From an optimization exercise on the open Yosys and OpenROAD flow, aimed at small area, a short achievable clock period and few clock cycles; shortcuts taken in it are not production practice.
RTL that was checked went through simulation tests only; none was proved equivalent to the original.
Only the layout flow was run in runs 1 and 2; the RTL was not checked for function there.
Power figures rest on the tool's default switching activity, not on a simulated workload.

## flow/design.v (module list and top-level ports; edited modules follow where they fit)
// module stokast_dpt: 75 lines
// module stokast_hmul1: 23 lines
// module stokast_hmul2: 23 lines
// module stokast_trik: 26 lines
// module stokast_sine_q: 618 lines
// module stokast_core: 726 lines
// module stokast_unit: 72 lines
// module stokast_tchk: 24 lines
// module stokast_add: 30 lines
// module stokast_wave_a: 32 lines
// module stokast_wave_b: 18 lines
module stokast_core (
    input  wire        clk,
    input  wire        rst,
    input  wire        cmd_valid,
    output wire        cmd_ready,
    input  wire        cmd_pass,
    input  wire [63:0] cmd_word,
    input  wire [31:0] cmd_now,
    input  wire [79:0] cmd_fate,
    output reg         resp_valid,
    output reg  [3:0]  resp_emit,
    output wire [47:0] resp_dac,
    output reg  [4:0]  resp_mode,
    output reg         resp_fault
);
  // ...
==> flow/flow/run.sh <==
#!/bin/bash
# The standard layout (standard.sh), with ORFS's timing repair asked to leave
# 13.5 ns of setup slack at the design's own clock period and constraints.
set -euo pipefail
bash standard.sh SETUP_SLACK_MARGIN=13.5 finish > standard_flow.log 2>&1
==> flow/standard.sh <==
#!/bin/bash
# synth_recipe.tcl (not shown) runs the flow's synth.tcl, then flattens the netlist and writes it again
# the make line also repeats each setting of config.mk as NAME=value (left out here)
make -C /OpenROAD-flow-scripts/flow DESIGN_CONFIG=/design/flow/config.mk WORK_HOME=/design/flow/orfs CLKGATE_MAP_FILE= SYNTH_SCRIPT=/design/flow/synth_recipe.tcl "${@:-finish}"
==> flow/config.mk <==
export PLATFORM = sky130hd
export DESIGN_NAME = stokast_core
export DESIGN_NICKNAME = stokast_core
export VERILOG_FILES = /design/flow/design.v
export SDC_FILE = /design/flow/constraint.sdc
export NUM_CORES = 4
export LEC_CHECK = 0
export CAP_MARGIN = 20
export CORE_MARGIN = 2
export CORE_UTILIZATION = 40
export SLEW_MARGIN = 20
==> flow/constraint.sdc <==
create_clock -name core_clock -period 20.0 [get_ports {clk}]
set_input_delay 4.0000 -clock core_clock [delete_from_list [all_inputs] [get_ports {clk}]]
set_output_delay 4.0000 -clock core_clock [all_outputs]
set_load 0.01 [all_outputs]
==> impl_metrics.py, run 1 <==
metrics = {
    "cells_and_area": {
        "post-route-util_pct": 45.5,
        "inverters": 892,
        "num-clock-buffers": 237,
        "layout_common_cells": "1,988 x nand2_1, 1,683 x nor2_1, 1,220 x edfxtp_1",
        "largest_class": "multi-input gates",
        "buffers": 863,
    },
    "logic_synthesis": {
        "synth.avg_cell_area_um2": 8.52,
        "ys.flop_type": "edfxtp_1",
        "async_reset_ff_share_pct": 0,
        "ys.warnings.count": 18,
        "yosysUniqueCellTypes": 120,
        "syn_nets": 18800,
        "synth_most_common_cell": "nand2_1",
    },
    "hold_path": {
        "hp-class": "reg2reg",
        "holdPathStages": 2,
        "min_to": "last_tick_time[8]",
    },
    "die": {
        "n_tap_cell": 4794,
        "die_height_um": 608,
        "core_um2": 363000,
        "die_w_um": 608,
    },
    "clock_network": {
        "cts_tree": "yes",
        "clkSlewWorstSetupHoldPaths_ps": 60,
        "cts_max_level": 4,
    },
    "timing": {
        "tightest_slew_ps": 1350,
        "final-max-slew-violation-count": 0,
        "setup_slack_ps": 13060,
    },
    "power_and_ir_drop": {
        "p_leak_uw": 0.0637,
        "vdd_drop_max_v": 0.000110,
        "power_clock_uw": 3790,
    },
    "run": {
        "drv_cap": 0,
    },
    "worst_setup_path": {
        "critPathTopFamily": "compound AO/OA/AOI/OAI gates",
        "r2r-start": "me_nib[0]",
        "start_kind": "register",
    },
    "status": {
        "outcome": "complete, no violations",
    },
    "global_routing": {
        "track_usage_pct": 30.9,
    },
    "drt": {
        "first_pass_iters": 14,
    },
}
==> run 2: changes to the inputs <==
--- a/flow/config.mk
+++ b/flow/config.mk
@@ -9,3 +9,3 @@
 export CORE_MARGIN = 2
-export CORE_UTILIZATION = 40
+export CORE_UTILIZATION = 60
 export SLEW_MARGIN = 20
==> impl_metrics.py, run 2 <==
metrics = {
    "timing": {
        "hold_ws_ps": 453,
        "tightest_slew_ps": 1320,
        "rsz0062_at_grt": "true",
        "setup_viol": 0,
        "relSlewSlack_pct": 11.4,
        "hold_violations": 0,
        "clock_skew_ps": 98.8,
        "final.min_clock_period_ps": 6860,
        "final-max-slew-violation-count": 0,
        "period_share_pct": 34.3,
        "fin_tns_setup_ps": 0,
        "fmax_mhz": 146,
    },
    "worst_setup_path": {
        "crit_path_end_kind": "register",
        "reg2regPathDepth": 34,
        "crit_arrival_ps": 7500,
        "r2r-start": "me_nib[0]",
        "required_ps": 20640,
        "cp_max_fo": 8,
        "path_common_cell": "a21o_1",
        "critical_path_class": "reg2reg",
        "max_stage_delay_ps": 510,
        "timing.rr.end": "offset[2][3]",
        "crit_slowest_cell": "mux4_2",
        "start_kind": "register",
        "r2r_setup_slack_ps": 13140,
    },
    "cells_and_area": {
        "drive_gt1_share_pct": 9.41,
        "layout_common_cells": "1,994 x nand2_1, 1,676 x nor2_1, 1,220 x edfxtp_1",
        "areaGrowthSynthToFinish_pct": 11.2,
        "post-route-util_pct": 66.9,
        "nets": 18700,
        "multi_input_area_um2": 97900,
        "nFillCells": 20400,
        "seq_area_um2": 43700,
        "final_common_cell": "nand2_1",
        "final_area_um2": 162000,
    },
    "clock_network": {
        "cts_buffers": 179,
        "clock_latency_ps": 930,
        "cts_max_level": 4,
        "cts.sinks": 1571,
        "clockBufferDepth": 3,
        "cts-root-buf": "clkbuf_16",
        "postCtsHoldBufs": 0,
        "clkSlewWorstSetupHoldPaths_ps": 60,
        "cts_tree": "yes",
    },
    "drt": {
        "drc_errors": 0,
        "post_drt_wl_per_cell_um": 27.8,
        "routed_wl_mm": 570,
        "detail_route.vias_per_cell": 6.91,
        "first_iter_violations": 21000,
        "first_pass_iters": 14,
        "via_count": 142000,
        "postRouteAntennaNets": 0,
    },
    "logic_synthesis": {
        "ys.flop_type": "edfxtp_1",
        "ys_seq_elements": 1571,
        "async_reset_ff_share_pct": 0,
        "syn_nets": 18800,
        "synth.avg_cell_area_um2": 8.52,
        "yosysTopAreaCellShare_pct": 25.1,
        "synthTopCellsByArea": "edfxtp_1 25%, ha_1 9.5%, nand2_1 5.2%",
        "yosysSeqAreaShare_pct": 29.9,
        "syn_area_um2": 146000,
        "synth_common_cells": "2,014 x nand2_1, 1,711 x nor2_1, 1,220 x edfxtp_1",
        "netlist_instances": 17100,
        "ys.warnings.count": 18,
        "synth_most_common_cell": "nand2_1",
        "yosysUniqueCellTypes": 120,
        "synth.largest_area_cell": "edfxtp_1",
        "synth-edff-count": 1220,
    },
    "global_routing": {
        "grt_pass1_vias": 131000,
        "track_usage_pct": 43.9,
        "grt_pass1_wl_mm": 835,
        "grt_max_degree": 173,
        "overflow": 0,
        "antenna_found_initial": 27,
    },
    "run": {
        "drv_cap": 0,
    },
    "die": {
        "die_area_um2": 247000,
        "die_height_um": 497,
        "start_util_pct": 60.2,
        "core_um2": 243000,
        "rows": 181,
        "die_w_um": 497,
        "num_io_pins": 240,
    },
    "hold_path": {
        "holdPathStages": 2,
        "hp-class": "reg2reg",
        "min_to": "last_tick_time[1]",
        "hp-start": "last_tick_time[1]",
    },
    "placed_design": {
        "port_buffers": 239,
        "place_congestion": 1.07,
        "dp_hpwl_mm": 413,
        "dpl_cell_area_um2": 152000,
    },
    "status": {
        "outcome": "complete, no violations",
    },
    "power_and_ir_drop": {
        "vdd_drop_max_v": 0.000111,
        "pwr_density_cell_nw_per_um2": 111,
        "p_leak_uw": 0.0631,
    },
}
## run 2: cell count changes in the layout (fill, tap and decap cells not counted), sizes merged, moves of 2 or more
cell,delta
inv,-8
o31a,+2
nor2,+2
clkinvlp,-3
bufinv,-12
clkinv,+3
buf,-73
clkbuf,+9
bufbuf,-2
diode,+13
## run 2: critical path, delay by kind of cell, from the launching register on
kind	cells	cell delay, ps
compound gates	14	2440
xor+xnor	1	140
fa+ha+maj	3	650
buf+inv	5	620
flops	1	400
mux	4	1570
simple gates	7	710
## run 2: how the worst max path moves through the flow
stage | from | end | slack (ps) | cells past startpoint
floorplan | rst | h_m1[10] | 13470 | 9
global placement | me_nib[0] | offset[3][5] | 11480 | 36
detailed placement | me_nib[0] | offset[2][5] | 11510 | 35
CTS | me_nib[0] | offset[2][5] | 13160 | 38
global route | me_nib[0] | offset[2][5] | 12890 | 38
finish | me_nib[0] | offset[2][3] | 13140 | 34
## run 2: repair_timing
action / 4_1_cts / 5_1_grt
buffers inserted: 83 / 128
cloned: 8 / 11
endpoints found under the setup margin: 426 / 524
pin swaps: 50 / 155
resized for setup: 203 / 341
## run 2: power breakdown
group          switching, uW  internal [uW]
sequential               532           4060
combinational           6200           3810
clock                   1550           1890
## run 2: cell families after synthesis
family | count (synthesis) | synth area share [%]
muxes | 444 | 4.51
DFF | 1571 | 29.9
xor gates and xnor gates | 1081 | 6.51
other | 2 | 0.00514
buffers and inverters | 1898 | 5.00
adders and majority gates | 1446 | 14.1
AOI/OAI and AO/OA | 4809 | 21.4
and+or+nand+nor | 5888 | 18.6
## run 2: area by class of cell
type | instances | share of cell area [%]
antenna | 23 | 0.0355
sequential | 1571 | 26.9
clock inverter | 98 | 0.666
timing repair buffer | 796 | 4.47
multi-input combinational | 13700 | 60.3
tap | 3202 | 2.47
inverter | 892 | 2.09
clock buffer | 238 | 3.07
## run 2: routing by layer
layer / wire length, um / global-route usage [%] / share of wire (%)
met5: 302 / 0 / 0.053
met4: 37900 / 24.4 / 6.6
met3: 79800 / 13.7 / 14
met2: 235000 / 63.1 / 41
met1: 217000 / 58.7 / 38
## run 2: per-stage QoR
stage / total power [uW] / instances / setup slack, ps
2_1_floorplan: 11100 / 17100 / 13470
3_3_place_gp: 13700 / 19900 / 11480
3_5_place_dp: 13800 / 19900 / 11510
4_1_cts: 17400 / 20300 / 13160
5_1_grt: 19000 / 20500 / 12890
6_report: 18100 / 20500 / 13140
==> module stokast_core, before the edit <==
module stokast_core (
    input  wire        clk,
    input  wire        rst,
    input  wire        cmd_valid,
    output wire        cmd_ready,
    input  wire        cmd_pass,
    input  wire [63:0] cmd_word,
    input  wire [31:0] cmd_now,
    input  wire [79:0] cmd_fate,
    output reg         resp_valid,
    output reg  [3:0]  resp_emit,
    output wire [47:0] resp_dac,
    output reg  [4:0]  resp_mode,
    output reg         resp_fault
);
    localparam [2:0] K_RUN = 3'd0, K_SEED = 3'd1, K_FATE = 3'd2, K_LENGTH = 3'd3,
                     K_OFFSET = 3'd4, K_LFO = 3'd5, K_STEPS = 3'd6, K_TSYNC = 3'd7;
    localparam [1:0] SYNC_SYNC = 2'd0, SYNC_FREE = 2'd1, SYNC_LOOP = 2'd2;
    localparam [3:0] OP_TICK = 4'd0, OP_RESET = 4'd1, OP_SEED = 4'd2, OP_SEEDCLICK = 4'd3,
                     OP_LENGTH = 4'd4, OP_LENGTHCLICK = 4'd5, OP_OFFSET = 4'd6,
                     OP_OFFSETCLICK = 4'd7, OP_STEPS = 4'd8, OP_STEPSCLICK = 4'd9;
    localparam [31:0] IDLE_TIMEOUT = 32'd5000;
    localparam [2:0] S_IDLE = 3'd0, S_PASS = 3'd1, S_TICK = 3'd2, S_MOD = 3'd3, S_STEPS = 3'd4;
    localparam [1:0] MK_LFO = 2'd0, MK_OFS = 2'd1, MK_SYNC = 2'd2;
    reg [13:0] seed;
    reg [6:0]  plen;
    reg [6:0]  length   [0:3];
    reg [6:0]  steps    [0:3];
    reg [5:0]  offset   [0:3];
    reg [1:0]  sync     [0:3];
    reg [3:0]  lfo_mode [0:3];
    reg [4:0]  mode;
    reg [31:0] tick_count;
    reg [31:0] gph;
    reg [5:0]  tph      [0:3];
    reg        reset_armed;
    reg [31:0] predicted;
    reg [31:0] last_tick_time;
    reg [31:0] last_action;
    reg [11:0] last_out [0:3];
    reg [3:0]  last_ok;
    reg [3:0]  gate_high;
    reg [31:0] rand_idx [0:3];
    reg [5:0]  rand_mod [0:3];    
    reg        regen;
    reg        acted;
    reg        fault;
    reg [3:0]  tph_ok;            
    reg [31:0] base     [0:3];    
    reg [3:0]  dirty;
    assign resp_dac   = {last_out[3], last_out[2], last_out[1], last_out[0]};
    reg [3:0]  pe;                
    reg        cv;
    reg        c_pass;
    reg [63:0] c_word;
    reg        c_pg;        
    reg [31:0] c_now;
    reg [79:0] c_fate;
    reg [2:0]  state;
    reg        up_v;        
    reg  base_rdy;          
    wire pass_done;         
    wire c_pfault = fault || c_pg;
    wire consume  = cv && (!c_pass || base_rdy) &&
                    ((state == S_IDLE) || (pass_done && !(c_pass && c_pfault)));
    assign cmd_ready = !cv || (cv && (state == S_IDLE) && (!c_pass || base_rdy));
    reg [1:0]  otrk;        
    reg [1:0]  mod_kind;
    reg        mod_neg;
    reg [7:0]  step_cnt;
    reg        step_up;
    wire [3:0]  w_opc = c_word[3:0];
    wire [1:0]  w_trk = c_word[5:4];
    wire [31:0] w_pay = c_word[63:32];
    wire signed [8:0] w_d = {w_pay[7], w_pay[7:0]};
    function word_ok(input [63:0] wd);
        reg [3:0] o;
        reg [31:0] y;
        begin
            o = wd[3:0];
            y = wd[63:32];
            word_ok = (o <= 4'd9) && (wd[31:6] == 26'd0);
            if (o <= 4'd5 && wd[5:4] != 2'd0) word_ok = 1'b0;
            if ((o == OP_RESET || o == OP_SEEDCLICK || o == OP_LENGTHCLICK ||
                 o == OP_OFFSETCLICK || o == OP_STEPSCLICK) && y != 32'd0)
                word_ok = 1'b0;
            if ((o == OP_SEED || o == OP_LENGTH || o == OP_OFFSET || o == OP_STEPS) &&
                !((y[31:7] == 25'd0) || (y[31:7] == {25{1'b1}})))
                word_ok = 1'b0;
        end
    endfunction
    reg  c_ok;
    wire w_ok = c_ok;
    wire [2:0] mode_kind = mode[4:2];
    function [6:0] fate_len(input [3:0] sel);
        case (sel)
            4'd0:  fate_len = 7'd2;
            4'd1:  fate_len = 7'd4;
            4'd2:  fate_len = 7'd8;
            4'd3:  fate_len = 7'd16;
            4'd4:  fate_len = 7'd32;
            4'd5:  fate_len = 7'd64;
            4'd6:  fate_len = 7'd3;
            4'd7:  fate_len = 7'd5;
            4'd8:  fate_len = 7'd6;
            4'd9:  fate_len = 7'd7;
            4'd10: fate_len = 7'd12;
            4'd11: fate_len = 7'd24;
            4'd12: fate_len = 7'd2;
            4'd13: fate_len = 7'd4;
            4'd14: fate_len = 7'd8;
            default: fate_len = 7'd16;
        endcase
    endfunction
    reg [6:0] den [0:3];
    reg [3:0] is_loop;
    integer t;
    always @(*) begin
        for (t = 0; t < 4; t = t + 1) begin
            den[t]     = (sync[t] == SYNC_SYNC && plen < length[t]) ? plen : length[t];
            is_loop[t] = (sync[t] == SYNC_LOOP);
        end
    end
    reg        me_busy;
    reg [3:0]  me_nib;      
    reg [5:0]  me_r;
    reg [6:0]  me_den;
    reg [1:0]  me_src;      
    reg [7:0]  me_val;
    wire [31:0] me_word = (me_src == 2'd0) ? gph : (me_src == 2'd1) ? tick_count : {24'd0, me_val};
    wire [1:0]  me_bits = me_word[2*me_nib +: 2];
    reg  [6:0]  me_x;
    reg  [7:0]  me_d;
    reg  [5:0]  me_rn;
    integer ms;
    always @(*) begin
        me_rn = me_r;
        for (ms = 1; ms >= 0; ms = ms - 1) begin
            me_x = {me_rn, me_bits[ms]};
            me_d = {1'b0, me_x} - {1'b0, me_den};
            me_rn = me_d[7] ? me_x[5:0] : me_d[5:0];
        end
    end
    wire        me_last = (me_nib == 4'd0);
    wire [5:0]  me_res  = (mod_neg && me_rn != 6'd0) ? (me_den[5:0] - me_rn) : me_rn;
    function [6:0] fmod(input [5:0] x, input signed [8:0] dd, input [6:0] den);
        reg signed [11:0] s0, s1, s2, s3;
        begin
            s0 = $signed({6'd0, x}) + dd;
            s1 = $signed({6'd0, x}) + dd - $signed({5'd0, den});
            s2 = $signed({6'd0, x}) + dd + $signed({5'd0, den});
            s3 = $signed({6'd0, x}) + dd - $signed({4'd0, den, 1'b0});
            if (s0[11])      fmod = {~s2[11], s2[5:0]};
            else if (s1[11]) fmod = {1'b1, s0[5:0]};
            else             fmod = {s3[11], s1[5:0]};
        end
    endfunction
    reg [6:0] fm;
    function [3:0] top_nib(input [31:0] x);
        integer i;
        begin
            top_nib = 4'd0;
            for (i = 1; i < 16; i = i + 1)
                if (x[2*i +: 2] != 2'd0) top_nib = i[3:0];
        end
    endfunction
    reg [7:0] so_n, so_l;
    always @(*) begin
        so_n = {1'b0, steps[otrk]};
        so_l = {1'b0, length[otrk]};
        if (step_up) begin
            so_n = so_n + 8'd1;
            if (so_n > so_l) begin
                so_l = so_l + 8'd1;
                so_n = 8'd0;
            end
        end else begin
            if (so_n == 8'd0) begin
                so_l = so_l - 8'd1;
                so_n = so_l;
            end else begin
                so_n = so_n - 8'd1;
            end
        end
        if (so_l < 8'd2)  so_l = 8'd2;
        if (so_l > 8'd64) so_l = 8'd64;
        if (so_n > 8'd64) so_n = 8'd64;
        if (so_n > so_l)  so_n = so_l;
    end
    wire [1:0]  upick = dirty[0] ? 2'd0 : dirty[1] ? 2'd1 : dirty[2] ? 2'd2 : 2'd3;
    wire [31:0] up_dpt_w;
    stokast_dpt u_dpt (.len(length[upick]), .dpt(up_dpt_w));
    reg  [1:0]  up_t;
    reg  [5:0]  up_k;
    reg  [31:0] up_dpt;
    wire [31:0] up_prod = up_dpt * up_k;
    reg  [3:0]  dset;      
    wire [31:0] s_e   = c_now - last_tick_time;
    wire [33:0] s_e1  = {2'b0, c_now} - {2'b0, last_tick_time} - {2'b0, predicted};
    wire [33:0] s_e2  = {2'b0, c_now} - {2'b0, last_tick_time} - {1'b0, predicted, 1'b0};
    wire        s_zero = (predicted == 32'd0) || (c_now == last_tick_time);
    wire        s_full = !s_zero && !s_e1[33];
    reg         p_fix;     
    wire        s_idle = (c_now - last_action) >= IDLE_TIMEOUT;
    reg [31:0] pm;         
    reg [33:0] pm1;        
    reg [33:0] pm2;        
    reg [31:0] u_R [0:3];
    reg [31:0] u_P [0:3];
    reg [4:0]  u_J [0:3];    
    reg [5:0]  u_g [0:3];    
    reg [3:0]  u_busy;
    wire [31:0] un_R [0:3];
    wire [31:0] un_P [0:3];
    wire [5:0]  un_g [0:3];
    wire [3:0]  un_b;
    reg  [3:0]  u_b;          
    wire [3:0]  u_fin;        
    wire [3:0]  u_fns;        
    wire [3:0]  un_fin;       
    reg  [3:0]  u_fr;
    assign u_fns = u_fr;
    reg  [3:0]  tri_ok;       
    reg  [3:0]  is_tri;
    always @(*)
        for (t = 0; t < 4; t = t + 1)
            is_tri[t] = (lfo_mode[t] >= 4'd6) && (lfo_mode[t] <= 4'd8);
    assign u_fin = (is_tri & tri_ok) | (~is_tri & u_fns);
    wire [3:0] tel = u_busy & is_tri & ~tri_ok & {u_J[3] < 5'd19, u_J[2] < 5'd19, u_J[1] < 5'd19, u_J[0] < 5'd19};
    reg  [1:0] tptr;
    wire [1:0] tp1 = tptr + 2'd1, tp2 = tptr + 2'd2, tp3 = tptr + 2'd3;
    wire [1:0] tsel = tel[tp1] ? tp1 : tel[tp2] ? tp2 : tel[tp3] ? tp3 : tptr;
    reg  [1:0] tsr;           
    reg        tsv;
    wire       tchk;
    stokast_tchk u_tchk (.md(lfo_mode[tsr]), .P(u_P[tsr]), .J(u_J[tsr]), .ok(tchk));
    genvar gi;
    generate
        for (gi = 0; gi < 4; gi = gi + 1) begin : g_unit
            stokast_unit u_unit (
                .L(length[gi]), .md(lfo_mode[gi]), .R(u_R[gi]), .P(u_P[gi]), .J(u_J[gi]), .g(u_g[gi]), .b(u_b[gi]),
                .pm(pm), .pm1(pm1), .pm2(pm2), .pd(predicted),
                .nR(un_R[gi]), .nP(un_P[gi]), .ng(un_g[gi]), .nb(un_b[gi]), .fin(un_fin[gi]));
        end
    endgenerate
    wire [3:0] rdy = u_busy & u_fin;
    reg        h_busy;
    reg [1:0]  h_ph;        
    reg [2:0]  h_cnt;
    reg [3:0]  gpend;
    assign pass_done = (state == S_PASS) && (u_busy == 4'd0) && (gpend == 4'd0) &&
                       (!h_busy || (h_ph == 2'd2 && h_cnt == 3'd0));
    wire [1:0] wpick = rdy[0] ? 2'd0 : rdy[1] ? 2'd1 : rdy[2] ? 2'd2 : 2'd3;
    reg        w2_v;
    reg [1:0]  w2_t;
    reg [11:0] wa_va;
    reg [10:0] wa_sqb;
    reg [9:0]  wa_sqs;
    reg        wa_sqr;
    reg        wa_q31;
    reg [12:0] wa_dh, wa_a;
    reg [1:0]  wa_kind;
    wire [11:0] wva;
    wire [10:0] wsqb;
    wire [9:0]  wsqs;
    wire        wsqr;
    wire        wq31;
    wire [12:0] wdh, wa;
    stokast_wave_a u_wa (.mode(lfo_mode[wpick]), .phase(u_P[wpick]), .va(wva), .sqb(wsqb), .sqs(wsqs), .sqr(wsqr), .q31(wq31), .dh(wdh), .a(wa));
    wire [11:0] w2_val;
    stokast_wave_b u_wb (.kind(wa_kind), .va(wa_va), .sqb(wa_sqb), .sqs(wa_sqs), .sqr(wa_sqr), .q31(wa_q31), .dh(wa_dh), .a(wa_a), .value(w2_val));
    reg [1:0]  h_t;
    reg [31:0] h_acc;
    reg [31:0] h_x;
    wire [1:0]  hpick = gpend[0] ? 2'd0 : gpend[1] ? 2'd1 : gpend[2] ? 2'd2 : 2'd3;
    wire [31:0] h_m1, h_m2;
    stokast_hmul1 u_hm1 (.d(h_x[31:28]), .v(h_m1));
    stokast_hmul2 u_hm2 (.d(h_x[31:28]), .v(h_m2));
    wire [31:0] h_sum  = {h_acc[27:0], 4'd0} + (h_ph[1] ? h_m2 : h_m1);
    wire [6:0]  h_n    = (steps[h_t] != 7'd0) ? steps[h_t] : length[h_t];
    wire [32:0] r_inc  = {1'b0, rand_idx[h_t]} + 33'd1;
    reg signed [15:0] sv;    
    reg [15:0]        sabs;
    reg [3:0]         tslow;
    reg [5:0]         tinc;
    reg [4:0]         ji;
    function [10:0] unit_init(input [6:0] len, input full);
        case (len[6:2])
            5'd0:       unit_init = full ? {5'd31, 6'd1}  : {5'd30, 6'd3  - {4'd0, len[1:0]}};
            5'd1:       unit_init = full ? {5'd30, 6'd3}  : {5'd29, 6'd7  - {3'd0, len[2:0]}};
            5'd2, 5'd3: unit_init = full ? {5'd29, 6'd7}  : {5'd28, 6'd15 - {2'd0, len[3:0]}};
            5'd4, 5'd5, 5'd6, 5'd7:
                        unit_init = full ? {5'd28, 6'd15} : {5'd27, 6'd31 - {1'd0, len[4:0]}};
            5'd16:      unit_init = full ? {5'd26, 6'd63} : {5'd25, 6'd63};
            default:    unit_init = full ? {5'd27, 6'd31} : {5'd26, 6'd63 - len[5:0]};
        endcase
    endfunction
    reg [5:0]         g_i;
    wire tick_slow = |(~tph_ok & ~({4{reset_armed}} & ~is_loop));
    wire [1:0] tpick = tslow[0] ? 2'd0 : tslow[1] ? 2'd1 : tslow[2] ? 2'd2 : 2'd3;
    always @(posedge clk) begin
        if (rst) begin
            seed           <= 14'd0;
            plen           <= 7'd16;
            for (t = 0; t < 4; t = t + 1) begin
                length[t]   <= 7'd16;
                steps[t]    <= 7'd0;
                offset[t]   <= 6'd0;
                sync[t]     <= SYNC_SYNC;
                lfo_mode[t] <= 4'd0;
                tph[t]      <= 6'd0;
                last_out[t] <= 12'd0;
                rand_idx[t] <= 32'd0;
                rand_mod[t] <= 6'd0;
                base[t]     <= 32'd0;
            end
            mode           <= 5'd0;
            tick_count     <= 32'd0;
            gph            <= 32'd0;
            reset_armed    <= 1'b1;
            predicted      <= 32'd0;
            last_tick_time <= 32'd0;
            last_action    <= 32'd0;
            last_ok        <= 4'd0;
            gate_high      <= 4'd0;
            regen          <= 1'b0;
            acted          <= 1'b0;
            fault          <= 1'b0;
            tph_ok         <= 4'hF;
            dirty          <= 4'd0;
            base_rdy       <= 1'b1;
            up_v           <= 1'b0;
            cv             <= 1'b0;
            state          <= S_IDLE;
            otrk           <= 2'd0;
            mod_kind       <= MK_LFO;
            mod_neg        <= 1'b0;
            step_cnt       <= 8'd0;
            step_up        <= 1'b0;
            me_busy        <= 1'b0;
            tslow          <= 4'd0;
            u_busy         <= 4'd0;
            w2_v           <= 1'b0;
            tri_ok         <= 4'd0;
            p_fix          <= 1'b0;
            tptr           <= 2'd0;
            tsv            <= 1'b0;
            tsr            <= 2'd0;
            gpend          <= 4'd0;
            h_busy         <= 1'b0;
            resp_valid     <= 1'b0;
            resp_emit      <= 4'd0;
            resp_mode      <= 5'd0;
            resp_fault     <= 1'b0;
            pe             <= 4'd0;
        end else begin
            resp_valid <= 1'b0;
            dset = 4'd0;
            if (!cmd_ready && consume) cv <= 1'b0;
            if (cmd_ready) begin
                cv     <= cmd_valid;
                c_pass <= cmd_pass;
                c_word <= cmd_word;
                c_ok   <= word_ok(cmd_word);
                c_pg   <= (cmd_word[1:0] == 2'd3) || (cmd_word[3:2] == 2'd3) ||
                          (cmd_word[5:4] == 2'd3) || (cmd_word[7:6] == 2'd3);
                c_now  <= cmd_now;
                c_fate <= cmd_fate;
            end
            for (t = 0; t < 4; t = t + 1) begin
                if (u_J[t] != 5'd0) begin
                    u_fr[t] <= un_fin[t];
                    u_R[t] <= un_R[t];
                    u_P[t] <= un_P[t];
                    u_g[t] <= un_g[t];
                    u_b[t] <= un_b[t];
                    u_J[t] <= u_J[t] - 5'd1;
                end
            end
            if (me_busy) begin
                me_r   <= me_rn;
                me_nib <= me_nib - 4'd1;
                if (me_last) me_busy <= 1'b0;
            end
            case (state)
            S_IDLE: ;
            S_TICK: begin
                if (!me_busy) begin
                    if (tslow == 4'd0) begin
                        state <= S_IDLE;
                    end else begin
                        otrk    <= tpick;
                        me_den  <= den[tpick];
                        me_src  <= is_loop[tpick] ? 2'd1 : 2'd0;
                        me_nib  <= top_nib(is_loop[tpick] ? tick_count : gph);
                        me_r    <= 6'd0;
                        me_busy <= 1'b1;
                        mod_neg <= 1'b0;
                        tslow[tpick] <= 1'b0;
                    end
                end else if (me_last) begin
                    tph[otrk]    <= me_rn;
                    tph_ok[otrk] <= 1'b1;
                    dset[otrk]   = 1'b1;
                end
            end
            S_MOD: begin
                if (me_last) begin
                    case (mod_kind)
                        MK_LFO:  lfo_mode[otrk] <= me_res[3:0];
                        MK_SYNC: sync[otrk]     <= me_res[1:0];
                        default: offset[otrk]   <= me_res[5:0];
                    endcase
                    state <= S_IDLE;
                end
            end
            S_STEPS: begin
                if (step_cnt != 8'd0) begin
                    steps[otrk]  <= so_n[6:0];
                    length[otrk] <= so_l[6:0];
                    step_cnt     <= step_cnt - 8'd1;
                    dset[otrk]   = 1'b1;
                end else if ({1'b0, offset[otrk]} < length[otrk]) begin
                    state    <= S_IDLE;
                end else if ({1'b0, offset[otrk]} - length[otrk] < length[otrk]) begin
                    offset[otrk] <= offset[otrk] - length[otrk][5:0];
                    state    <= S_IDLE;
                end else begin
                    mod_kind <= MK_OFS;
                    mod_neg  <= 1'b0;
                    me_den   <= length[otrk];
                    me_val   <= {2'd0, offset[otrk]};
                    me_src   <= 2'd2;
                    me_r     <= 6'd0;
                    me_nib   <= 4'd3;
                    me_busy  <= 1'b1;
                    state    <= S_MOD;
                end
            end
            S_PASS: begin
                tsv <= (tel != 4'd0);
                tsr <= tsel;
                if (tel != 4'd0) tptr <= tsel;
                if (tsv && tchk) tri_ok[tsr] <= 1'b1;
                w2_v <= 1'b0;
                if (rdy != 4'd0) begin
                    w2_v   <= 1'b1;
                    w2_t   <= wpick;
                    wa_va   <= wva;
                    wa_sqb  <= wsqb;
                    wa_sqs  <= wsqs;
                    wa_sqr  <= wsqr;
                    wa_q31  <= wq31;
                    wa_dh   <= wdh;
                    wa_a    <= wa;
                    wa_kind <= {is_tri[wpick], (lfo_mode[wpick] >= 4'd3) && (lfo_mode[wpick] <= 4'd5)};
                    u_busy[wpick] <= 1'b0;
                end
                if (w2_v) begin
                    if (!last_ok[w2_t] || last_out[w2_t] != w2_val) begin
                        pe[w2_t]                <= 1'b1;
                        last_out[w2_t]          <= w2_val;
                        last_ok[w2_t]           <= 1'b1;
                    end
                end
                if (!h_busy) begin
                    if (gpend != 4'd0) begin
                        h_busy <= 1'b1;
                        h_ph   <= 2'd0;
                        h_cnt  <= 3'd5;
                        h_t    <= hpick;
                        h_acc  <= 32'd0;
                        h_x    <= {2'd0, seed, hpick, rand_mod[hpick], 8'd0};
                        gpend[hpick] <= 1'b0;
                    end
                end else if (h_ph == 2'd0) begin
                    h_x   <= {h_x[27:0], 4'd0};
                    h_acc <= h_sum;
                    h_cnt <= h_cnt - 3'd1;
                    if (h_cnt == 3'd0) h_ph <= 2'd1;
                end else if (h_ph == 2'd1) begin
                    h_x   <= h_acc ^ {15'd0, h_acc[31:15]};
                    h_acc <= 32'd0;
                    h_cnt <= 3'd7;
                    h_ph  <= 2'd2;
                end else begin
                    h_x   <= {h_x[27:0], 4'd0};
                    h_acc <= h_sum;
                    h_cnt <= h_cnt - 3'd1;
                    if (h_cnt == 3'd0) begin
                        h_busy                 <= 1'b0;
                        pe[h_t]                <= 1'b1;
                        last_out[h_t]          <= h_sum[31:20];
                        last_ok[h_t]           <= 1'b1;
                        rand_idx[h_t]          <= r_inc[31:0];
                        rand_mod[h_t]          <= (r_inc[32] ||
                                                   {1'b0, rand_mod[h_t]} + 7'd1 == h_n) ? 6'd0 : rand_mod[h_t] + 6'd1;
                    end
                end
                if (p_fix) begin
                    p_fix  <= 1'b0;
                    pm     <= predicted;
                    pm1    <= 34'd0;
                    pm2    <= -{2'b0, predicted};
                    tri_ok <= 4'd0;
                    for (t = 0; t < 4; t = t + 1) begin
                        {ji, g_i} = unit_init(length[t], 1'b1);
                        u_R[t]  <= 32'd0;
                        u_P[t]  <= base[t];
                        u_J[t]  <= ji;
                        u_g[t]  <= g_i;
                        u_b[t]  <= 1'b1;
                        u_fr[t] <= 1'b0;
                    end
                end
                if (pass_done) begin
                    resp_valid <= 1'b1;
                    resp_emit  <= pe | ((w2_v && (!last_ok[w2_t] || last_out[w2_t] != w2_val)) ? (4'd1 << w2_t) : 4'd0)
                                     | ((h_busy && h_ph == 2'd2 && h_cnt == 3'd0) ? (4'd1 << h_t) : 4'd0);
                    resp_mode  <= mode;
                    resp_fault <= 1'b0;
                    state      <= S_IDLE;
                end
            end
            default: state <= S_IDLE;
            endcase
            if (consume) begin
                if (c_pass) begin
                    pe <= 4'd0;
                    if (c_pfault) begin
                        fault      <= 1'b1;
                        resp_valid <= 1'b1;
                        resp_fault <= 1'b1;
                        resp_mode  <= mode;
                    end else begin
                        if (regen) begin
                            for (t = 0; t < 4; t = t + 1) begin
                                rand_idx[t] <= 32'd0;
                                rand_mod[t] <= 6'd0;
                            end
                            regen <= 1'b0;
                        end
                        if (acted) begin
                            last_action <= c_now;
                            acted <= 1'b0;
                        end else if (mode != 5'd0 && s_idle) begin
                            mode <= 5'd0;
                        end
                        pm    <= s_e;
                        pm1   <= s_e1;
                        pm2   <= s_e2;
                        p_fix <= s_full;
                        tri_ok <= 4'd0;
                        u_fr   <= {4{s_zero}};
                        for (t = 0; t < 4; t = t + 1) begin
                            u_busy[t] <= (lfo_mode[t] != 4'd0);
                            u_P[t]    <= base[t];
                            u_R[t]    <= s_e;
                            {ji, g_i} = unit_init(length[t], 1'b0);
                            u_J[t] <= s_zero ? 5'd0 : ji;
                            u_g[t] <= g_i;
                            u_b[t] <= ({g_i, 1'b1} >= length[t]);
                        end
                        for (t = 0; t < 4; t = t + 1) begin
                            gpend[t] <= (c_word[2*t +: 2] == 2'd1) && !gate_high[t] && (lfo_mode[t] == 4'd0);
                            if (c_word[2*t +: 2] == 2'd1) gate_high[t] <= 1'b1;
                            if (c_word[2*t +: 2] == 2'd2) gate_high[t] <= 1'b0;
                        end
                        state <= S_PASS;
                    end
                end else if (!fault) begin
                    if (!w_ok) begin
                        fault <= 1'b1;
                    end else begin
                        otrk <= w_trk;
                        case (w_opc)
                        OP_TICK: begin
                            last_tick_time <= c_now;
                            predicted      <= w_pay;
                            tick_count     <= tick_count + 32'd1;
                            if (reset_armed) begin
                                gph <= 32'd0;
                                reset_armed <= 1'b0;
                            end else begin
                                gph <= gph + 32'd1;
                            end
                            for (t = 0; t < 4; t = t + 1) begin
                                tinc = tph[t] + 6'd1;
                                if (reset_armed && !is_loop[t]) begin
                                    tph[t]    <= 6'd0;
                                    tph_ok[t] <= 1'b1;
                                    tslow[t]  <= 1'b0;
                                end else if (tph_ok[t]) begin
                                    tph[t]    <= ({1'b0, tinc} == den[t]) ? 6'd0 : tinc;
                                    tslow[t]  <= 1'b0;
                                end else begin
                                    tslow[t]  <= 1'b1;
                                end
                            end
                            dset  = 4'hF;
                            state <= tick_slow ? S_TICK : S_IDLE;
                        end
                        OP_RESET: reset_armed <= 1'b1;
                        OP_SEED: begin
                            if (mode_kind == K_FATE) begin
                                for (t = 0; t < 4; t = t + 1) begin
                                    length[t] <= fate_len(c_fate[16*t +: 4]);
                                    steps[t]  <= ({1'b0, c_fate[16*t+4 +: 6]} > fate_len(c_fate[16*t +: 4])) ?
                                                 fate_len(c_fate[16*t +: 4]) : {1'b0, c_fate[16*t+4 +: 6]};
                                    offset[t] <= ({1'b0, c_fate[16*t+10 +: 6]} >= fate_len(c_fate[16*t +: 4])) ?
                                                 (fate_len(c_fate[16*t +: 4]) - 7'd1) : c_fate[16*t+10 +: 6];
                                end
                                dset        = 4'hF;
                                tph_ok      <= 4'd0;
                                seed        <= (c_fate[79:64] > 16'd9999) ? 14'd9999 : c_fate[77:64];
                                regen       <= 1'b1;
                                reset_armed <= 1'b1;
                                acted       <= 1'b1;
                            end else begin
                                sv = $signed({2'b0, seed}) + w_d;
                                if (sv >= 0 && sv <= 9999) begin
                                    seed  <= sv[13:0];
                                    regen <= 1'b1;
                                    mode  <= {K_SEED, 2'd0};
                                    acted <= 1'b1;
                                end
                            end
                        end
                        OP_SEEDCLICK: begin
                            mode  <= (mode_kind == K_FATE) ? {K_SEED, 2'd0} : {K_FATE, 2'd0};
                            acted <= 1'b1;
                        end
                        OP_LENGTH: begin
                            sv = $signed({9'b0, plen}) + w_d;
                            if (sv >= 2 && sv <= 64) begin
                                plen   <= sv[6:0];
                                regen  <= 1'b1;
                                mode   <= {K_LENGTH, 2'd0};
                                acted  <= 1'b1;
                                tph_ok <= 4'd0;
                            end
                        end
                        OP_LENGTHCLICK: ;
                        OP_OFFSET: begin
                            if (mode == {K_LFO, w_trk}) begin
                                sv = $signed({12'b0, lfo_mode[w_trk]}) + w_d;
                                mod_kind <= MK_LFO;
                                me_den   <= 7'd12;
                            end else begin
                                sv = $signed({10'b0, offset[w_trk]}) + w_d;
                                mod_kind <= MK_OFS;
                                mode     <= {K_OFFSET, w_trk};
                                me_den   <= length[w_trk];
                            end
                            sabs = sv[15] ? -sv : sv;
                            fm   = (mode == {K_LFO, w_trk}) ? fmod({2'd0, lfo_mode[w_trk]}, w_d, 7'd12)
                                                            : fmod(offset[w_trk], w_d, length[w_trk]);
                            mod_neg <= sv[15];
                            me_val  <= sabs[7:0];
                            me_src  <= 2'd2;
                            me_r    <= 6'd0;
                            me_nib  <= 4'd3;
                            regen   <= 1'b1;
                            acted   <= 1'b1;
                            if (fm[6]) begin
                                if (mode == {K_LFO, w_trk}) lfo_mode[w_trk] <= fm[3:0];
                                else                        offset[w_trk]   <= fm[5:0];
                            end else begin
                                me_busy <= 1'b1;
                                state   <= S_MOD;
                            end
                        end
                        OP_OFFSETCLICK: begin
                            mode  <= (mode == {K_LFO, w_trk}) ? {K_OFFSET, w_trk} : {K_LFO, w_trk};
                            acted <= 1'b1;
                        end
                        OP_STEPS: begin
                            acted <= 1'b1;
                            tph_ok[w_trk] <= 1'b0;
                            if (mode == {K_TSYNC, w_trk}) begin
                                sv = $signed({14'b0, sync[w_trk]}) + w_d;
                                sabs = sv[15] ? -sv : sv;
                                fm   = fmod({4'd0, sync[w_trk]}, w_d, 7'd3);
                                mod_kind <= MK_SYNC;
                                mod_neg  <= sv[15];
                                me_den   <= 7'd3;
                                me_val   <= sabs[7:0];
                                me_src   <= 2'd2;
                                me_r     <= 6'd0;
                                me_nib   <= 4'd3;
                                if (fm[6]) begin
                                    sync[w_trk] <= fm[1:0];
                                end else begin
                                    me_busy  <= 1'b1;
                                    state    <= S_MOD;
                                end
                            end else begin
                                regen    <= 1'b1;
                                mode     <= {K_STEPS, w_trk};
                                step_up  <= !w_d[8];
                                step_cnt <= w_d[8] ? -w_d[7:0] : w_d[7:0];
                                state    <= S_STEPS;
                            end
                        end
                        OP_STEPSCLICK: begin
                            mode  <= (mode == {K_TSYNC, w_trk}) ? {K_STEPS, w_trk} : {K_TSYNC, w_trk};
                            acted <= 1'b1;
                        end
                        default: ;
                        endcase
                    end
                end
            end
            up_v <= 1'b0;
            if (dirty != 4'd0) begin
                up_v   <= 1'b1;
                up_t   <= upick;
                up_k   <= tph[upick];
                up_dpt <= up_dpt_w;
            end
            if (up_v) base[up_t] <= up_prod;
            dirty <= (dirty & ~((dirty != 4'd0) ? (4'd1 << upick) : 4'd0)) | dset;
            base_rdy <= (dirty == 4'd0) && (dset == 4'd0);
        end
    end
endmodule
==> module stokast_tchk, before the edit <==
module stokast_tchk (
    input  wire [3:0]  md,
    input  wire [31:0] P,
    input  wire [4:0]  J,
    output wire        ok
);
    reg  [29:0] mk;
    integer i;
    always @(*)
        for (i = 0; i < 30; i = i + 1)
            mk[i] = (J != 5'd0) && (J >= i);
    wire [1:0]  addq = (md == 4'd7) ? 2'b01 : (md == 4'd8) ? 2'b10 : 2'b00;
    wire [31:0] q   = {P[31:30] + addq, P[29:0]};
    wire        x30 = (&(q[29:0] | mk)) & (|(q[29:0] & mk));
    wire        inc = (q[31:30] == 2'b00) || (q[31:30] == 2'b11);
    wire        cin = (|q[10:0]) | ~inc;
    wire [19:0] S   = {1'b0, q[29:11]} + {1'b0, ~q[18:0]} + {19'd0, cin};
    wire [4:0]  w   = (J == 5'd0) ? 5'd0 : (J + 5'd1);
    wire [18:0] tw;
    stokast_trik u_k (.w(w), .k(tw));
    wire [20:0] D0  = {2'b0, q[29:11]} + {2'b0, ~q[18:0]} + {2'b0, tw} + {20'd0, cin};
    wire [1:0]  f   = (S[19:18] == 2'b00) ? 2'd0 : (S[19:18] == 2'b11) ? 2'd2 : 2'd1;
    assign ok = (J < 5'd19) & ~x30 & (D0[20:19] >= f);
endmodule
==> module stokast_wave_a, before the edit <==
module stokast_wave_a (
    input  wire [3:0]  mode,
    input  wire [31:0] phase,
    output reg  [11:0] va,
    output wire [10:0] sqb,
    output wire [9:0]  sqs,
    output wire        sqr,
    output wire        q31,
    output wire [12:0] dh,
    output wire [12:0] a
);
    wire [1:0]  add = (mode == 4'd4 || mode == 4'd7 || mode == 4'd10) ? 2'b01 :
                      (mode == 4'd5 || mode == 4'd8 || mode == 4'd11) ? 2'b10 : 2'b00;
    wire [31:0] q = {phase[31:30] + add, phase[29:0]};
    assign q31 = q[31];
    wire [10:0] s_idx = q[30] ? (11'd1024 - {1'b0, q[29:20]}) : {1'b0, q[29:20]};
    stokast_sine_q u_sine (.idx(s_idx), .q_b(sqb), .q_s(sqs), .q_r(sqr));
    always @(*) begin
        case (mode)
            4'd1:                va = q[31:20];
            4'd2:                va = ~q[31:20];
            4'd9, 4'd10, 4'd11:  va = q[31] ? 12'd0 : 12'd4095;
            default:             va = 12'd0;
        endcase
    end
    wire [29:0] k   = {q[18:0], 11'd0} - {11'd0, q[18:0]};    
    wire        knz = |k[18:0];
    wire        qnz = |q[18:0];
    wire        mid = (q[31:30] == 2'b01) || (q[31:30] == 2'b10);
    assign dh = mid ? (13'd4096 - q[31:19] - {12'd0, qnz}) : q[31:19];
    assign a  = (mid && qnz) ? (13'd3071 - {2'd0, k[29:19]} - {12'd0, knz}) : (13'd1024 + {2'd0, k[29:19]});
endmodule
==> module stokast_wave_b, before the edit <==
module stokast_wave_b (
    input  wire [1:0]  kind,
    input  wire [11:0] va,
    input  wire [10:0] sqb,
    input  wire [9:0]  sqs,
    input  wire        sqr,
    input  wire        q31,
    input  wire [12:0] dh,
    input  wire [12:0] a,
    output wire [11:0] value
);
    wire [9:0]  sqm    = sqs[9:4] * sqs[3:0];
    wire [10:0] sq     = sqb + {5'd0, sqm[9:4]} + {10'd0, sqr};
    wire [11:0] sine_v = q31 ? (12'd2048 - {1'b0, sq}) : (12'd2048 + {1'b0, sq});
    wire [13:0] df     = {1'b0, a} - {dh[12], dh};
    wire [11:0] tri_v  = {~dh[11], dh[10:0]} + {{9{df[13]}}, df[13:11]};
    assign value = kind[1] ? tri_v : kind[0] ? sine_v : va;
endmodule
==> run 3: changes to the inputs <==
--- a/flow/design.v
+++ b/flow/design.v
@@ -909,3 +909,3 @@
     wire        me_last = (me_nib == 4'd0);
-    wire [5:0]  me_res  = (mod_neg && me_rn != 6'd0) ? (me_den[5:0] - me_rn) : me_rn;
+    wire [5:0]  me_res  = (mod_neg && me_r != 6'd0) ? (me_den[5:0] - me_r) : me_r;
     function [6:0] fmod(input [5:0] x, input signed [8:0] dd, input [6:0] den);
@@ -962,5 +962,10 @@
     reg  [3:0]  dset;      
-    wire [31:0] s_e   = c_now - last_tick_time;
-    wire [33:0] s_e1  = {2'b0, c_now} - {2'b0, last_tick_time} - {2'b0, predicted};
-    wire [33:0] s_e2  = {2'b0, c_now} - {2'b0, last_tick_time} - {1'b0, predicted, 1'b0};
+    wire [31:0] s_e;
+    wire [33:0] s_e1, s_e2;
+    wire        s_co;
+    stokast_add  #(32) u_se  (.a(c_now), .b(~last_tick_time), .ci(1'b1), .s(s_e), .co(s_co));
+    stokast_add3 #(34) u_se1 (.a({2'b0, c_now}), .b({2'b11, ~last_tick_time}), .c({2'b11, ~predicted}),
+                              .ci(1'b1), .ci2(1'b1), .s(s_e1));
+    stokast_add3 #(34) u_se2 (.a({2'b0, c_now}), .b({2'b11, ~last_tick_time}), .c({1'b1, ~predicted, 1'b1}),
+                              .ci(1'b1), .ci2(1'b1), .s(s_e2));
     wire        s_zero = (predicted == 32'd0) || (c_now == last_tick_time);
@@ -1040,6 +1045,11 @@
     wire [1:0]  hpick = gpend[0] ? 2'd0 : gpend[1] ? 2'd1 : gpend[2] ? 2'd2 : 2'd3;
-    wire [31:0] h_m1, h_m2;
-    stokast_hmul1 u_hm1 (.d(h_x[31:28]), .v(h_m1));
-    stokast_hmul2 u_hm2 (.d(h_x[31:28]), .v(h_m2));
-    wire [31:0] h_sum  = {h_acc[27:0], 4'd0} + (h_ph[1] ? h_m2 : h_m1);
+    wire [31:0] h_m1a, h_m1b, h_m2a, h_m2b;
+    stokast_hmul1 u_hm1a (.d(h_x[31:28]), .v(h_m1a));
+    stokast_hmul1 u_hm1b (.d(h_x[27:24]), .v(h_m1b));
+    stokast_hmul2 u_hm2a (.d(h_x[31:28]), .v(h_m2a));
+    stokast_hmul2 u_hm2b (.d(h_x[27:24]), .v(h_m2b));
+    wire [31:0] h_ta   = h_ph[1] ? h_m2a : h_m1a;
+    wire [31:0] h_tb   = h_ph[1] ? h_m2b : h_m1b;
+    wire [31:0] h_sum;
+    stokast_add3 #(32) u_hs (.a({h_acc[23:0], 8'd0}), .b({h_ta[27:0], 4'd0}), .c(h_tb), .ci(1'b0), .ci2(1'b0), .s(h_sum));
     wire [6:0]  h_n    = (steps[h_t] != 7'd0) ? steps[h_t] : length[h_t];
@@ -1172,3 +1182,3 @@
             S_MOD: begin
-                if (me_last) begin
+                if (!me_busy) begin
                     case (mod_kind)
@@ -1234,3 +1244,3 @@
                         h_ph   <= 2'd0;
-                        h_cnt  <= 3'd5;
+                        h_cnt  <= 3'd2;
                         h_t    <= hpick;
@@ -1241,3 +1251,3 @@
                 end else if (h_ph == 2'd0) begin
-                    h_x   <= {h_x[27:0], 4'd0};
+                    h_x   <= {h_x[23:0], 8'd0};
                     h_acc <= h_sum;
@@ -1248,6 +1258,6 @@
                     h_acc <= 32'd0;
-                    h_cnt <= 3'd7;
+                    h_cnt <= 3'd3;
                     h_ph  <= 2'd2;
                 end else begin
-                    h_x   <= {h_x[27:0], 4'd0};
+                    h_x   <= {h_x[23:0], 8'd0};
                     h_acc <= h_sum;
@@ -1579,3 +1589,5 @@
     wire        cin = (|q[10:0]) | ~inc;
-    wire [19:0] S   = {1'b0, q[29:11]} + {1'b0, ~q[18:0]} + {19'd0, cin};
+    wire [19:0] S;
+    wire        S_co;
+    stokast_add  #(20) u_s  (.a({1'b0, q[29:11]}), .b({1'b0, ~q[18:0]}), .ci(cin), .s(S), .co(S_co));
     wire [4:0]  w   = (J == 5'd0) ? 5'd0 : (J + 5'd1);
@@ -1583,3 +1595,4 @@
     stokast_trik u_k (.w(w), .k(tw));
-    wire [20:0] D0  = {2'b0, q[29:11]} + {2'b0, ~q[18:0]} + {2'b0, tw} + {20'd0, cin};
+    wire [20:0] D0;
+    stokast_add3 #(21) u_d0 (.a({2'b0, q[29:11]}), .b({2'b0, ~q[18:0]}), .c({2'b0, tw}), .ci(cin), .ci2(1'b0), .s(D0));
     wire [1:0]  f   = (S[19:18] == 2'b00) ? 2'd0 : (S[19:18] == 2'b11) ? 2'd2 : 2'd1;
@@ -1587,2 +1600,15 @@
 endmodule
+module stokast_add3 #(parameter W = 34) (
+    input  wire [W-1:0] a,
+    input  wire [W-1:0] b,
+    input  wire [W-1:0] c,
+    input  wire         ci,
+    input  wire         ci2,
+    output wire [W-1:0] s
+);
+    wire [W-1:0] x = a ^ b ^ c;
+    wire [W-1:0] y = (a & b) | (a & c) | (b & c);
+    wire         co;
+    stokast_add #(W) u_add (.a(x), .b({y[W-2:0], ci2}), .ci(ci), .s(s), .co(co));
+endmodule
 module stokast_add #(parameter W = 34) (
@@ -1642,3 +1668,5 @@
     end
-    wire [29:0] k   = {q[18:0], 11'd0} - {11'd0, q[18:0]};    
+    wire [29:0] k;                                            
+    wire        k_co;
+    stokast_add #(30) u_k (.a({q[18:0], 11'd0}), .b(~{11'd0, q[18:0]}), .ci(1'b1), .s(k), .co(k_co));
     wire        knz = |k[18:0];
@@ -1646,4 +1674,9 @@
     wire        mid = (q[31:30] == 2'b01) || (q[31:30] == 2'b10);
-    assign dh = mid ? (13'd4096 - q[31:19] - {12'd0, qnz}) : q[31:19];
-    assign a  = (mid && qnz) ? (13'd3071 - {2'd0, k[29:19]} - {12'd0, knz}) : (13'd1024 + {2'd0, k[29:19]});
+    wire [12:0] dm, am, ap;
+    wire        c_dm, c_am, c_ap;
+    stokast_add #(13) u_dm (.a(13'h1000), .b(~q[31:19]), .ci(~qnz), .s(dm), .co(c_dm));         
+    stokast_add #(13) u_am (.a(13'd3071), .b(~{2'd0, k[29:19]}), .ci(~knz), .s(am), .co(c_am));  
+    stokast_add #(13) u_ap (.a(13'd1024), .b({2'd0, k[29:19]}), .ci(1'b0), .s(ap), .co(c_ap));   
+    assign dh = mid ? dm : q[31:19];
+    assign a  = (mid && qnz) ? am : ap;
 endmodule
@@ -1661,6 +1694,12 @@
     wire [9:0]  sqm    = sqs[9:4] * sqs[3:0];
-    wire [10:0] sq     = sqb + {5'd0, sqm[9:4]} + {10'd0, sqr};
-    wire [11:0] sine_v = q31 ? (12'd2048 - {1'b0, sq}) : (12'd2048 + {1'b0, sq});
-    wire [13:0] df     = {1'b0, a} - {dh[12], dh};
-    wire [11:0] tri_v  = {~dh[11], dh[10:0]} + {{9{df[13]}}, df[13:11]};
+    wire [10:0] sq;
+    wire [11:0] sng;
+    wire [13:0] df;
+    wire [11:0] tri_v;
+    wire        c1, c2, c3, c4;
+    stokast_add #(11) u_sq (.a(sqb), .b({5'd0, sqm[9:4]}), .ci(sqr), .s(sq), .co(c1));
+    stokast_add #(12) u_sn (.a({1'b0, ~sq}), .b(12'd0), .ci(1'b1), .s(sng), .co(c2));               
+    wire [11:0] sine_v = q31 ? sng : {1'b1, sq};
+    stokast_add #(14) u_df (.a({1'b0, a}), .b(~{dh[12], dh}), .ci(1'b1), .s(df), .co(c3));           
+    stokast_add #(12) u_tv (.a({~dh[11], dh[10:0]}), .b({{9{df[13]}}, df[13:11]}), .ci(1'b0), .s(tri_v), .co(c4));
     assign value = kind[1] ? tri_v : kind[0] ? sine_v : va;
==> impl_metrics.py, run 3 <==
metrics = {
    "status": {
        "outcome": "complete, no violations",
    },
    "clock_network": {
        "cts-root-buf": "clkbuf_16",
        "postCtsHoldBufs": 0,
        "clock_latency_ps": 950,
        "clkSlewWorstSetupHoldPaths_ps": 70,
        "clockBufferDepth": 3,
        "cts_buffers": 187,
        "cts_max_level": 4,
        "cts_tree": "yes",
        "cts.sinks": 1615,
    },
    "timing": {
        "fmax_mhz": 146,
        "tightest_slew_ps": 1370,
        "hold_violations": 0,
        "clock_skew_ps": 117,
        "period_share_pct": 34.3,
        "rsz0062_at_grt": "true",
        "final.min_clock_period_ps": 6860,
        "setup_slack_ps": 13140,
        "final-max-slew-violation-count": 0,
        "fin_tns_setup_ps": 0,
        "setup_viol": 0,
        "relSlewSlack_pct": 8.40,
    },
    "drt": {
        "m1WireLength_mm": 222,
        "wl_met2_mm": 238,
        "routed_wl_mm": 584,
        "post_drt_wl_per_cell_um": 28.7,
        "dr.max_layer_used": "met5",
        "postRouteAntennaNets": 0,
        "dr_wl_met3_mm": 83.9,
        "drc_errors": 0,
        "first_iter_violations": 21600,
        "detail_route.vias_per_cell": 6.88,
        "via_count": 140000,
        "first_pass_iters": 9,
    },
    "run": {
        "drv_cap": 0,
    },
    "power_and_ir_drop": {
        "vdd_drop_max_v": 0.000122,
        "p_int_uw": 9980,
        "seq_power_share_pct": 25.7,
        "p_leak_uw": 0.0633,
        "pwr_density_cell_nw_per_um2": 112,
        "netSwitchingPower_uw": 8360,
        "switching_share_pct": 45.6,
        "clock_power_share_pct": 20.2,
        "comb_power_share_pct": 54.2,
    },
    "worst_setup_path": {
        "crit_slowest_cell": "fa_1",
        "required_ps": 20710,
        "startpoint": "wa_sqs[3]",
        "r2r-start": "wa_sqs[3]",
        "start_kind": "register",
        "crit_path_end_kind": "register",
        "cp_max_fo": 11,
        "critical_path_buf_inv_count": 6,
        "max_stage_delay_ps": 560,
        "crit_arrival_ps": 7560,
        "critical_path_class": "reg2reg",
        "critPathTopFamily": "adder cells",
    },
    "logic_synthesis": {
        "synth-edff-count": 1220,
        "yosysUniqueCellTypes": 136,
        "yosysTopAreaCellShare_pct": 24.8,
        "synth_most_common_cell": "nand2_1",
        "async_reset_ff_share_pct": 0,
        "synthTopCellsByArea": "edfxtp_1 25%, ha_1 9.5%, fa_1 6.8%",
        "ys.warnings.count": 26,
        "synth.avg_cell_area_um2": 8.69,
        "syn_area_um2": 148000,
        "synth.largest_area_cell": "edfxtp_1",
        "ys.flop_type": "edfxtp_1",
        "yosysSeqAreaShare_pct": 30.1,
        "synth_common_cells": "1,965 x nand2_1, 1,673 x nor2_1, 1,220 x edfxtp_1",
        "netlist_instances": 17000,
        "ys_seq_elements": 1615,
        "syn_nets": 18800,
    },
    "global_routing": {
        "overflow": 0,
        "antenna_found_initial": 33,
        "grt_pass1_wl_mm": 855,
        "track_usage_pct": 45.2,
        "grt_pass1_vias": 131000,
        "grt_max_degree": 185,
    },
    "cells_and_area": {
        "final_common_cell": "nand2_1",
        "areaGrowthSynthToFinish_pct": 10.6,
        "layout_common_cells": "1,941 x nand2_1, 1,645 x nor2_1, 1,220 x edfxtp_1",
        "drive_gt1_share_pct": 9.21,
        "nets": 18800,
    },
    "die": {
        "core_um2": 245000,
        "rows": 182,
        "num_io_pins": 240,
        "die_height_um": 500,
        "die_area_um2": 250000,
        "die_w_um": 500,
        "start_util_pct": 60.2,
    },
    "placed_design": {
        "dp_slack_ps": 12220,
        "dp_hpwl_mm": 427,
        "place_congestion": 1.06,
        "port_buffers": 239,
    },
    "hold_path": {
        "hp-class": "reg2reg",
        "hp-start": "last_action[17]",
    },
}
[run 3: changes by cell type after synthesis, moves of 56 or more]
cell / previous run / this run
xor2_1: 457 / 354
o21ai_0: 1111 / 1213
o21a_1: 194 / 121
nand3_1: 425 / 363
xnor2_1: 620 / 676
fa_1: 329 / 500
[run 3: final cells by class]
type / count / area [um^2]
inverters: 917 / 3480
flip-flops and latches: 1615 / 44600
diodes: 28 / 70.1
repair buffers: 781 / 7080
multi-input cells: 13500 / 97700
clock inverters: 103 / 1410
well taps: 3220 / 4030
clock buffers: 249 / 5160
repair inverters: 1 / 5.00
fillers: 20500 / 82000
[run 3: worst paths after layout]
path | slack [ps] | endpoint | cells after the start
setup / recovery | 13140 | last_out[1][5] | 30
hold reg to reg | 450 | last_action[17] | 2
setup reg to reg | 13140 | last_out[1][5] | 30
hold / removal | 450 | last_action[17] | 2
[run 3: kinds of logic after synthesis]
group | synth area share, %
flip-flops | 30.1
XOR/XNOR | 6.26
other | 0.00508
AO/OA/AOI/OAI | 20.2
multiplexers | 4.57
AND/OR/NAND/NOR | 17.5
adder cells (fa/ha/maj) | 16.3
buffers and inverters | 5.13
[run 3: layer usage]
| metal | up-vias | global-route usage [%] |
|---|---|---|
| met5 | - | 0 |
| met4 | 22 | 26.1 |
| met3 | 2046 | 15.0 |
| met2 | 10000 | 64.0 |
| met1 | 66600 | 60.1 |
| li1 | 61500 | - |
[run 3: worst register-to-register path, delay by kind of cell, from the launching register on]
kind / cells / cell delay (ps)
AOI/OAI and AO/OA: 9 / 2050
xor gates and xnor gates: 2 / 440
adders and majority gates: 6 / 2120
buffers and inverters: 6 / 630
DFF: 1 / 420
muxes: 1 / 80
and+or+nand+nor: 6 / 940
[run 3: power groups by stage]
stage	Clock (uW)	Combinational [uW]	Sequential, uW
3_3_place_gp	0	9120	4740
5_1_grt	3820	10700	4730
3_5_place_dp	0	9220	4740
2_1_floorplan	0	6650	4460
6_report	3690	9930	4710
4_1_cts	3700	9390	4670
[run 3: per-stage QoR]
stage / area, um^2 / power [uW] / hold slack [ps] / util (%) / instances
final: 164000 / 18300 / 453 / 66.6 / 20400
after global routing: 163000 / 19300 / 473 / 66.6 / 20300
after CTS: 162000 / 17800 / 455 / 65.8 / 20200
after detailed placement: 153000 / 14000 / 446 / 62.5 / 19800
after global placement: 153000 / 13900 / 441 / 62.5 / 19800
after floorplan: 148000 / 11100 / 435 / - / 17000
[run 3: repair_timing]
action | in CTS | in global routing
resized for setup | 181 | 204
pin swaps | 64 | 80
gates cloned | 7 | 9
setup endpoints to repair | 411 | 387
setup buffers | 81 | 90
Testbench counts of run 3, summed over its fixed seeds: cycles 75,399.

==> re-timing with driven ports <==
No port has a modelled driver above. Below, the same layouts with a new extraction and two added sets of constraints. Step 1 sets driving cells, clkbuf_16 on the clock port and buf_2 on the other inputs (assumed; they add their load-dependent delay and slew). Step 2 times the ports against the registers' clock, not the clock port: input delays grow and output delays shrink by t, the midpoint of the rising clock arrivals with the driver on. Slacks: ideal ports / drivers / drivers and shift; pairs: ideal ports / drivers.
run | t, ns | setup WS [ns] | worst hold slack (ns)
run 1 | 1.004 | 13.064 / 13.064 / 12.666 | 0.452 / 0.452 / 0.452
run 2 | 0.998 | 13.137 / 13.137 / 12.581 | 0.453 / 0.453 / 0.453
run 3 | 0.996 | 13.141 / 13.141 / 12.671 | 0.453 / 0.453 / 0.453
After both steps every run listed still meets setup and hold. For run 2, which loses most, drivers alone change the setup slack by 0.000 ns; drivers and shift together by -0.556 ns.
